This design comes from an exercise in tuning for small area on the open sky130 flow, not from production work. Function was checked by simulation only, so behaviour that the tests miss may differ from the original.

--- design/flow/config.mk ---
export PLATFORM = sky130hd
export DESIGN_NAME = tomasulo_alu_cluster
export DESIGN_NICKNAME = tomasulo_alu_cluster
export VERILOG_FILES = /design/flow/design.v
export SDC_FILE = /design/flow/constraint.sdc
export NUM_CORES = 4
export LEC_CHECK = 0
export CAP_MARGIN = 20
export CORE_MARGIN = 2
export CORE_UTILIZATION = 40
export SLEW_MARGIN = 20
--- design/flow/run.sh ---
#!/bin/bash
# synth_recipe.tcl (not shown) runs the flow's synth.tcl, then flattens the netlist and writes it again
# the make line also repeats each setting of config.mk as NAME=value (left out here)
make -C /OpenROAD-flow-scripts/flow DESIGN_CONFIG=/design/flow/config.mk WORK_HOME=/design/flow/orfs CLKGATE_MAP_FILE= SYNTH_SCRIPT=/design/flow/synth_recipe.tcl finish
--- design/flow/design.v ---
module tomasulo_alu_cluster (
    input  wire        clk,
    input  wire        rst,
    input  wire        flush,
    input  wire        iss_valid,
    output wire        iss_ready,
    input  wire [4:0]  iss_op,
    input  wire        iss_j_tag,
    input  wire [31:0] iss_j,
    input  wire        iss_k_tag,
    input  wire [31:0] iss_k,
    input  wire [7:0]  iss_rob,
    input  wire        ext_valid,
    input  wire [7:0]  ext_rob,
    input  wire [31:0] ext_value,
    output wire        wb0_valid,
    output wire [7:0]  wb0_rob,
    output wire [31:0] wb0_value,
    output wire        wb1_valid,
    output wire [7:0]  wb1_rob,
    output wire [31:0] wb1_value
);
    localparam [3:0] C_ZERO = 4'b0000, C_AND = 4'b0001, C_OR  = 4'b0010,
                     C_XOR  = 4'b0011, C_SLL = 4'b0100, C_SRL = 4'b0101,
                     C_CMP  = 4'b0110, C_LT  = 4'b0111, C_MV  = 4'b1100,
                     C_ADD  = 4'b1000, C_SUB = 4'b1001, C_MUL = 4'b1010,
                     C_DIV  = 4'b1011;
    reg [3:0] iss_cls;
    always @* begin
        case (iss_op)
            5'd1, 5'd2:   iss_cls = C_ADD;
            5'd3:         iss_cls = C_SUB;
            5'd4:         iss_cls = C_MUL;
            5'd5:         iss_cls = C_DIV;
            5'd6, 5'd7:   iss_cls = C_AND;
            5'd8, 5'd9:   iss_cls = C_OR;
            5'd10:        iss_cls = C_XOR;
            5'd11, 5'd12: iss_cls = C_SLL;
            5'd13, 5'd14: iss_cls = C_SRL;
            5'd15:        iss_cls = C_CMP;
            5'd16:        iss_cls = C_LT;
            5'd17, 5'd18: iss_cls = C_MV;
            default:      iss_cls = C_ZERO;
        endcase
    end
    reg [3:0]  s_valid, s_inuse, s_jt, s_kt;
    reg [3:0]  s_cls [0:3];
    reg [31:0] s_j   [0:3];
    reg [31:0] s_k   [0:3];
    reg [7:0]  s_rob [0:3];
    reg        busy   [0:1];
    reg [3:0]  cnt    [0:1];
    reg [3:0]  ucls   [0:1];
    reg [1:0]  slot_r [0:1];
    reg [32:0] R      [0:1];
    reg [30:0] Q      [0:1];
    reg        flag   [0:1];    
    reg        cdbv   [0:1];
    reg        ev;
    reg [7:0]  erob;
    reg [31:0] evalue;
    wire live = !flush;
    wire [31:0] res  [0:1];     
    wire [7:0]  urob [0:1];
    assign urob[0] = s_rob[slot_r[0]];
    assign urob[1] = s_rob[slot_r[1]];
    assign wb0_valid = cdbv[0] && live;
    assign wb0_rob   = urob[0];
    assign wb0_value = res[0];
    assign wb1_valid = cdbv[1] && live;
    assign wb1_rob   = urob[1];
    assign wb1_value = res[1];
    reg [3:0]  w_valid, w_jt, w_kt;
    reg [31:0] w_j [0:3];
    reg [31:0] w_k [0:3];
    integer s;
    always @* begin
        for (s = 0; s < 4; s = s + 1) begin
            w_jt[s] = s_jt[s];
            w_j[s]  = s_j[s];
            w_kt[s] = s_kt[s];
            w_k[s]  = s_k[s];
            if (cdbv[0] && s_jt[s] && s_j[s][7:0] == urob[0]) begin
                w_jt[s] = 1'b0; w_j[s] = res[0];
            end else if (cdbv[1] && s_jt[s] && s_j[s][7:0] == urob[1]) begin
                w_jt[s] = 1'b0; w_j[s] = res[1];
            end else if (ev && s_jt[s] && s_j[s][7:0] == erob) begin
                w_jt[s] = 1'b0; w_j[s] = evalue;
            end
            if (cdbv[0] && s_kt[s] && s_k[s][7:0] == urob[0]) begin
                w_kt[s] = 1'b0; w_k[s] = res[0];
            end else if (cdbv[1] && s_kt[s] && s_k[s][7:0] == urob[1]) begin
                w_kt[s] = 1'b0; w_k[s] = res[1];
            end else if (ev && s_kt[s] && s_k[s][7:0] == erob) begin
                w_kt[s] = 1'b0; w_k[s] = evalue;
            end
            w_valid[s] = s_valid[s] && live &&
                         !(cdbv[0] && slot_r[0] == s[1:0]) &&
                         !(cdbv[1] && slot_r[1] == s[1:0]);
        end
    end
    wire [3:0] rdy = w_valid & ~s_inuse & ~w_jt & ~w_kt;
    wire       c0 = !busy[0] && live && (|rdy);
    wire [1:0] sel0 = rdy[0] ? 2'd0 : rdy[1] ? 2'd1 : rdy[2] ? 2'd2 : 2'd3;
    wire [3:0] rdy1 = rdy & ~({3'b000, c0} << sel0);
    wire       c1 = !busy[1] && live && (|rdy1);
    wire [1:0] sel1 = rdy1[0] ? 2'd0 : rdy1[1] ? 2'd1 : rdy1[2] ? 2'd2 : 2'd3;
    wire [31:0] a0 = s_j[slot_r[0]], b0 = s_k[slot_r[0]];
    wire [31:0] a1 = s_j[slot_r[1]], b1 = s_k[slot_r[1]];
    wire pend0 = busy[0] && ucls[0] == C_MUL && !flag[0];
    wire pend1 = busy[1] && ucls[1] == C_MUL && !flag[1];
    wire g0 = pend0;
    wire g1 = pend1 && !pend0;
    wire [31:0] ma = g0 ? a0 : a1;
    wire [31:0] mb = g0 ? b0 : b1;
    wire [31:0] prod;
    tac_mul32lo mul (.a(ma), .b(mb), .p(prod));
    wire        u_claim [0:1];
    wire [1:0]  u_sel   [0:1];
    wire [31:0] u_a     [0:1];
    wire [31:0] u_b     [0:1];
    wire        u_g     [0:1];
    assign u_claim[0] = c0; assign u_claim[1] = c1;
    assign u_sel[0] = sel0; assign u_sel[1] = sel1;
    assign u_a[0] = a0;     assign u_a[1] = a1;
    assign u_b[0] = b0;     assign u_b[1] = b1;
    assign u_g[0] = g0;     assign u_g[1] = g1;
    genvar u;
    generate
        for (u = 0; u < 2; u = u + 1) begin : unit
            wire [31:0] a = u_a[u];
            wire [31:0] b = u_b[u];
            wire [3:0]  k = ucls[u];
            wire [3:0]  kc = s_cls[u_sel[u]];
            wire        lat1 = !(kc[3] && !kc[2]);
            wire        isdiv = (k == C_DIV);
            wire        sub   = (k == C_SUB) || (k == C_LT);
            wire        sa = a[31], sb = b[31];
            wire [31:0] by  = isdiv ? {32{sb}} : (b ^ {32{sub}});
            wire [31:0] sum = a + by + {31'd0, sub};
            wire        lt  = (sa != sb) ? sa : sum[31];
            wire        aneg = sa || (sb && sum[31]);
            wire [31:0] dvd = sum ^ {32{aneg}};
            wire        inv = sb ? !(sa || sum[31]) : sa;
            reg [31:0] r;
            always @* begin
                case (k)
                    C_AND:   r = a & b;
                    C_OR:    r = a | b;
                    C_XOR:   r = a ^ b;
                    C_SLL:   r = a << b[4:0];
                    C_SRL:   r = $signed(a) >>> b[4:0];
                    C_CMP:   r = {31'd0, a == b};
                    C_LT:    r = {31'd0, lt};
                    C_MV:    r = a;
                    C_ADD, C_SUB: r = sum;
                    C_MUL, C_DIV: r = R[u][31:0];
                    default: r = 32'd0;
                endcase
            end
            assign res[u] = r;
            wire [31:0] dx  = b ^ {32{!sb}};
            wire        dci = !sb;
            reg  [32:0] rr;
            reg  [30:0] qq;
            reg  [31:0] x;
            reg  [32:0] t;
            integer i;
            always @* begin
                rr = R[u];
                qq = Q[u];
                for (i = 0; i < 3; i = i + 1) begin
                    x  = {qq, rr[32]};
                    t  = {1'b0, x} + {1'b0, dx} + {32'd0, dci};
                    qq = t[32] ? t[30:0] : x[30:0];
                    rr = {rr[31:0], t[32]};
                end
            end
            wire bz = (b == 32'd0);
            always @(posedge clk) begin
                if (rst || flush) begin
                    busy[u] <= 1'b0;
                end else if (busy[u]) begin
                    cnt[u] <= cnt[u] - 4'd1;
                    if (cnt[u] == 4'd1)
                        busy[u] <= 1'b0;
                end else if (u_claim[u] && !lat1) begin
                    busy[u] <= 1'b1;
                    cnt[u]  <= (kc[1:0] == 2'b11) ? 4'd13 : (kc[1:0] == 2'b10) ? 4'd3 : 4'd1;
                    flag[u] <= 1'b0;
                end
                if (!busy[u] && u_claim[u]) begin
                    slot_r[u] <= u_sel[u];
                    ucls[u]   <= kc;
                end
                cdbv[u] <= !rst && live && ((busy[u] && cnt[u] == 4'd1) || (u_claim[u] && lat1));
                if (busy[u]) begin
                    if (k == C_MUL) begin
                        if (u_g[u]) begin
                            R[u]    <= {1'b0, prod};
                            flag[u] <= 1'b1;
                        end
                    end else if (cnt[u] == 4'd13) begin
                        R[u]    <= {1'b0, dvd};
                        Q[u]    <= 31'd0;
                        flag[u] <= inv;
                    end else if (cnt[u] == 4'd1) begin
                        R[u] <= {1'b0, (R[u][31:0] ^ {32{flag[u]}}) & {32{!bz}}};
                    end else begin
                        R[u] <= rr;
                        Q[u] <= qq;
                    end
                end
            end
        end
    endgenerate
    wire       free_found = !(&w_valid);
    wire [1:0] free_slot  = !w_valid[0] ? 2'd0 : !w_valid[1] ? 2'd1 :
                            !w_valid[2] ? 2'd2 : 2'd3;
    assign iss_ready = free_found;
    wire do_issue = iss_valid && free_found;
    always @(posedge clk) begin
        for (s = 0; s < 4; s = s + 1) begin
            s_jt[s] <= w_jt[s];
            s_j[s]  <= w_j[s];
            s_kt[s] <= w_kt[s];
            s_k[s]  <= w_k[s];
            s_valid[s] <= w_valid[s];
            if ((c0 && sel0 == s[1:0]) || (c1 && sel1 == s[1:0]))
                s_inuse[s] <= 1'b1;
            if (do_issue && free_slot == s[1:0]) begin
                s_valid[s] <= 1'b1;
                s_inuse[s] <= 1'b0;
                s_cls[s]   <= iss_cls;
                s_jt[s]    <= iss_j_tag;
                s_j[s]     <= iss_j;
                s_kt[s]    <= iss_k_tag;
                s_k[s]     <= iss_k;
                s_rob[s]   <= iss_rob;
            end
            if (rst)
                s_valid[s] <= 1'b0;
        end
        ev     <= ext_valid && live && !rst;
        erob   <= ext_rob;
        evalue <= ext_value;
    end
endmodule
module tac_mul32lo (input [31:0] a, input [31:0] b, output [31:0] p);
    wire [32:0] bb = {b, 1'b0};
    wire [31:0] pp [0:15];
    wire [15:0] ng;
    genvar i;
    generate
        for (i = 0; i < 16; i = i + 1) begin : row
            wire b0 = bb[2*i], b1 = bb[2*i+1], b2 = bb[2*i+2];
            wire one = b0 ^ b1;
            wire two = (b2 & ~b1 & ~b0) | (~b2 & b1 & b0);
            wire neg = b2 & ~(b1 & b0);
            wire [31:0] m = ({32{one}} & a) | ({32{two}} & {a[30:0], 1'b0});
            assign pp[i] = (m ^ {32{neg}}) << (2*i);
            assign ng[i] = neg;
        end
    endgenerate
    reg [31:0] nv;
    integer j;
    always @* begin
        nv = 32'd0;
        for (j = 0; j < 16; j = j + 1) nv[2*j] = ng[j];
    end
    assign p = pp[0] + pp[1] + pp[2] + pp[3] + pp[4] + pp[5] + pp[6] + pp[7] +
               pp[8] + pp[9] + pp[10] + pp[11] + pp[12] + pp[13] + pp[14] + pp[15] + nv;
endmodule
--- design/flow/constraint.sdc ---
create_clock -name core_clock -period 15.0 [get_ports {clk}]
set_input_delay 3.0000 -clock core_clock [delete_from_list [all_inputs] [get_ports {clk}]]
set_output_delay 3.0000 -clock core_clock [all_outputs]
set_load 0.01 [all_outputs]
==> run summary <==
cell families after synthesis:
family | count (synthesis) | share of synthesized area
AND/OR/NAND/NOR | 2281 | 0.140
buffers and inverters | 1071 | 0.0587
AO/OA/AOI/OAI | 2606 | 0.232
flip-flops | 515 | 0.204
XOR/XNOR | 898 | 0.109
adder cells (fa/ha/maj) | 709 | 0.144
multiplexers | 636 | 0.113
placed cells by master, fill, tap and decap left out, types with 258 or more instances in the layout:
cell type and instances:
edfxtp_1 452, xnor2_1 613, ha_1 495, nand2_1 769
a21oi_1 721, xor2_1 276, buf_4 258, nor2_1 784
mux2i_1 370, inv_1 411, o21ai_0 550
worst paths after layout:
path | startpoint | end | slack, ns | depth (start not counted)
setup / recovery | slot_r[1][0] | Q[1][9] | 1.06 | 37
hold reg to reg | s_inuse[3] | s_inuse[3] | 0.47 | 2
hold / removal | s_inuse[3] | s_inuse[3] | 0.47 | 2
setup reg to reg | slot_r[1][0] | Q[1][9] | 1.06 | 37
worst max-delay path, delay by kind of cell, from the launching register on:
kind	cells	cell delay [ns]
XOR/XNOR	2	1.05
AO/OA/AOI/OAI	19	6.91
AND/OR/NAND/NOR	7	1.26
adder cells (fa/ha/maj)	3	1.24
multiplexers	3	1.32
buffers and inverters	3	1.38
flip-flops	1	0.38
cell type report:
cell class / count / area [um2]
Antenna cell: 7 / 17.5
Clock buffer: 93 / 1950
Clock inverter: 38 / 447
Fill cell: 17900 / 101000
Inverter: 428 / 1610
Multi-Input combinational cell: 7130 / 54300
Sequential cell: 515 / 14800
Tap cell: 2370 / 2970
Timing Repair Buffer: 468 / 4040
through the flow:
stage / setup WS (ns) / hold WS, ns / cells
floorplan: 2.95 / 0.432 / 8716
global placement: 1.50 / 0.440 / 10900
detailed placement: 1.29 / 0.452 / 10900
CTS: 1.25 / 0.460 / 11000
global route: 0.412 / 0.491 / 11000
finish: 1.06 / 0.465 / 11000
routing by layer:
| metal | GRT usage | up-vias | share of wire |
|---|---|---|---|
| met5 | 0 | - | 0.00037 |
| met4 | 0.274 | 18 | 0.086 |
| met3 | 0.105 | 1229 | 0.12 |
| met2 | 0.565 | 5119 | 0.41 |
| met1 | 0.493 | 35700 | 0.38 |
| li1 | - | 31600 | - |
synth_stat cells, drive strengths merged (61+ instances only):
cell	number
o21ai	570
nand2	772
a22oi	200
nand2b	80
a21oi	732
nor3	126
fa	211
o31ai	61
o211ai	149
edfxtp	452
mux2	124
dfxtp	63
inv	417
mux2i	377
ha	495
mux4	135
clkbuf	454
xnor2	617
a221o	82
a31oi	85
xor2	277
a211oi	123
o21a	95
a21o	144
a221oi	82
nor2	798
buf	189
nand3	163
registers in the layout (all words and copies together), names as in the netlist, 2 cells and up:
register / count
busy: 2
cdbv: 2
s_kt: 4
s_cls: 16
Q: 62
R: 66
s_valid: 4
s_inuse: 4
flag: 2
s_k: 128
s_jt: 4
evalue: 32
s_rob: 32
ucls: 8
slot_r: 4
cnt: 8
s_j: 128
erob: 8
==> reports/qor.txt <==
Post-route cell area: 80100 um2
Post-synth EDFFs: 452
Area growth syn-to-layout: 10.1%
CTS tree: built
First-pass GRT wire length: 520 mm
Final nets: 9445
CP max stage delay: 0.83 ns
Rel. slew slack: 0.0703
Final GP Congestion: 1.05
DR vias: 73700
Setup TNS: 0 ns
Gr ovfl total: 0
Clock Skew: 0.0668 ns
Post-cts resize count: 0
Top cells by area, synth: edfxtp_1 19%, ha_1 8.5%, xnor2_1 7.4%
Startpoint Class: flip-flop
CP Class: reg -> reg
Max_cap viols: 0
Crit end category: flip-flop
Worst path slowest cell: xnor2_1
Setup Buffers After CTS: 0
Num rows: 156
Hold Crit Class: reg -> reg
WL/cell: 33.6 um
Final core occ: 0.443
Mapped Avg Cell Area: 8.35 um2
Period utilisation layout: 0.930
Post-Syn Area: 72800 um2
Syn_nets: 9546
Slew Viols, Final: 0
Clock latency (worst-skew pair): 0.75 ns
Async set or reset register ratio after synthesis: 0
Residual DRC count: 0
Initial antenna violation count: 16
Starting Density: 0.403
RSZ-0062 raised after global routing: false
Largest net degree at the start of global routing: 81
Post-route ant nets: 0
H-tree Lvls: 3
Shortest period the worst path allows: 13.94 ns
Worst Path Max Fanout: 52
Ports: 207
CTS Buf Count: 72
Final Hold Viols: 0
Die Y: 431 um
Leading area contributor after synthesis: edfxtp_1
Synthesized instance count: 8716
Root Driver: clkbuf_16
# setup viols final: 0
Drt pass-1 iters: 8
Flop and latch count out of synthesis: 515
Req. time, crit path: 15.42 ns
Share of layout cells above drive strength 1: 0.0911
Port bufs: 206
Initial DRC count: 11100
Die Span X: 431 um
DR vias/cell: 6.67
Worst-margin pin slew: 1.38 ns
Drt total wl: 371 mm
Arrival time at the worst endpoint: 14.36 ns
Post-DP Area: 77700 um2
CTS clk-pin slew, worst paths: 0.06 ns
Peak Freq: 71.7 MHz
Outcome: complete, no violations
Clk sinks: 515
Distinct cell type count after synthesis: 103
Gr usage total: 0.387
CTS Buffer Depth: 3
Synth warnings: 16
Share of the synthesized area in the top cell type: 0.186
Seq/Total Area, Yosys: 0.204
Number of global-route vias before repair: 69700
Hold Buf Count CTS: 0
Die area: 185000 um2
CP most frequent cell: buf_4
Post-DP HPWL: 279 mm
Top_reg_cell synth: edfxtp_1
Core Region: 181000 um2

[separate check: timing with driven ports]
How much do the figures lean on ideal ports? The routed layout below was timed once more, with nothing changed but the port constraints. Step 1: set_driving_cell puts a clkbuf_16 on clk and a buf_2 on each other input, an assumption about the parent block. Step 2 moves the port delays by t, midway between the first and last clock arrival at a register: inputs arrive t later, outputs are due t later. That takes back most of the time a late clock gives input paths. Three values: no drivers, after step 1, after step 2; two values: the first two.
t, ns: 0.801
slack for setup (ns): 1.057 / 1.057 / 1.057
hold WS [ns]: 0.465 / 0.465 / 0.465
worst setup path at the end: register to register
latest minus earliest clock arrival (ns): 0.068 / 0.067
After both steps setup and hold are still met in this run. The setup slack of this run moves by 0.000 ns with the drivers and by 0.000 ns with both steps.
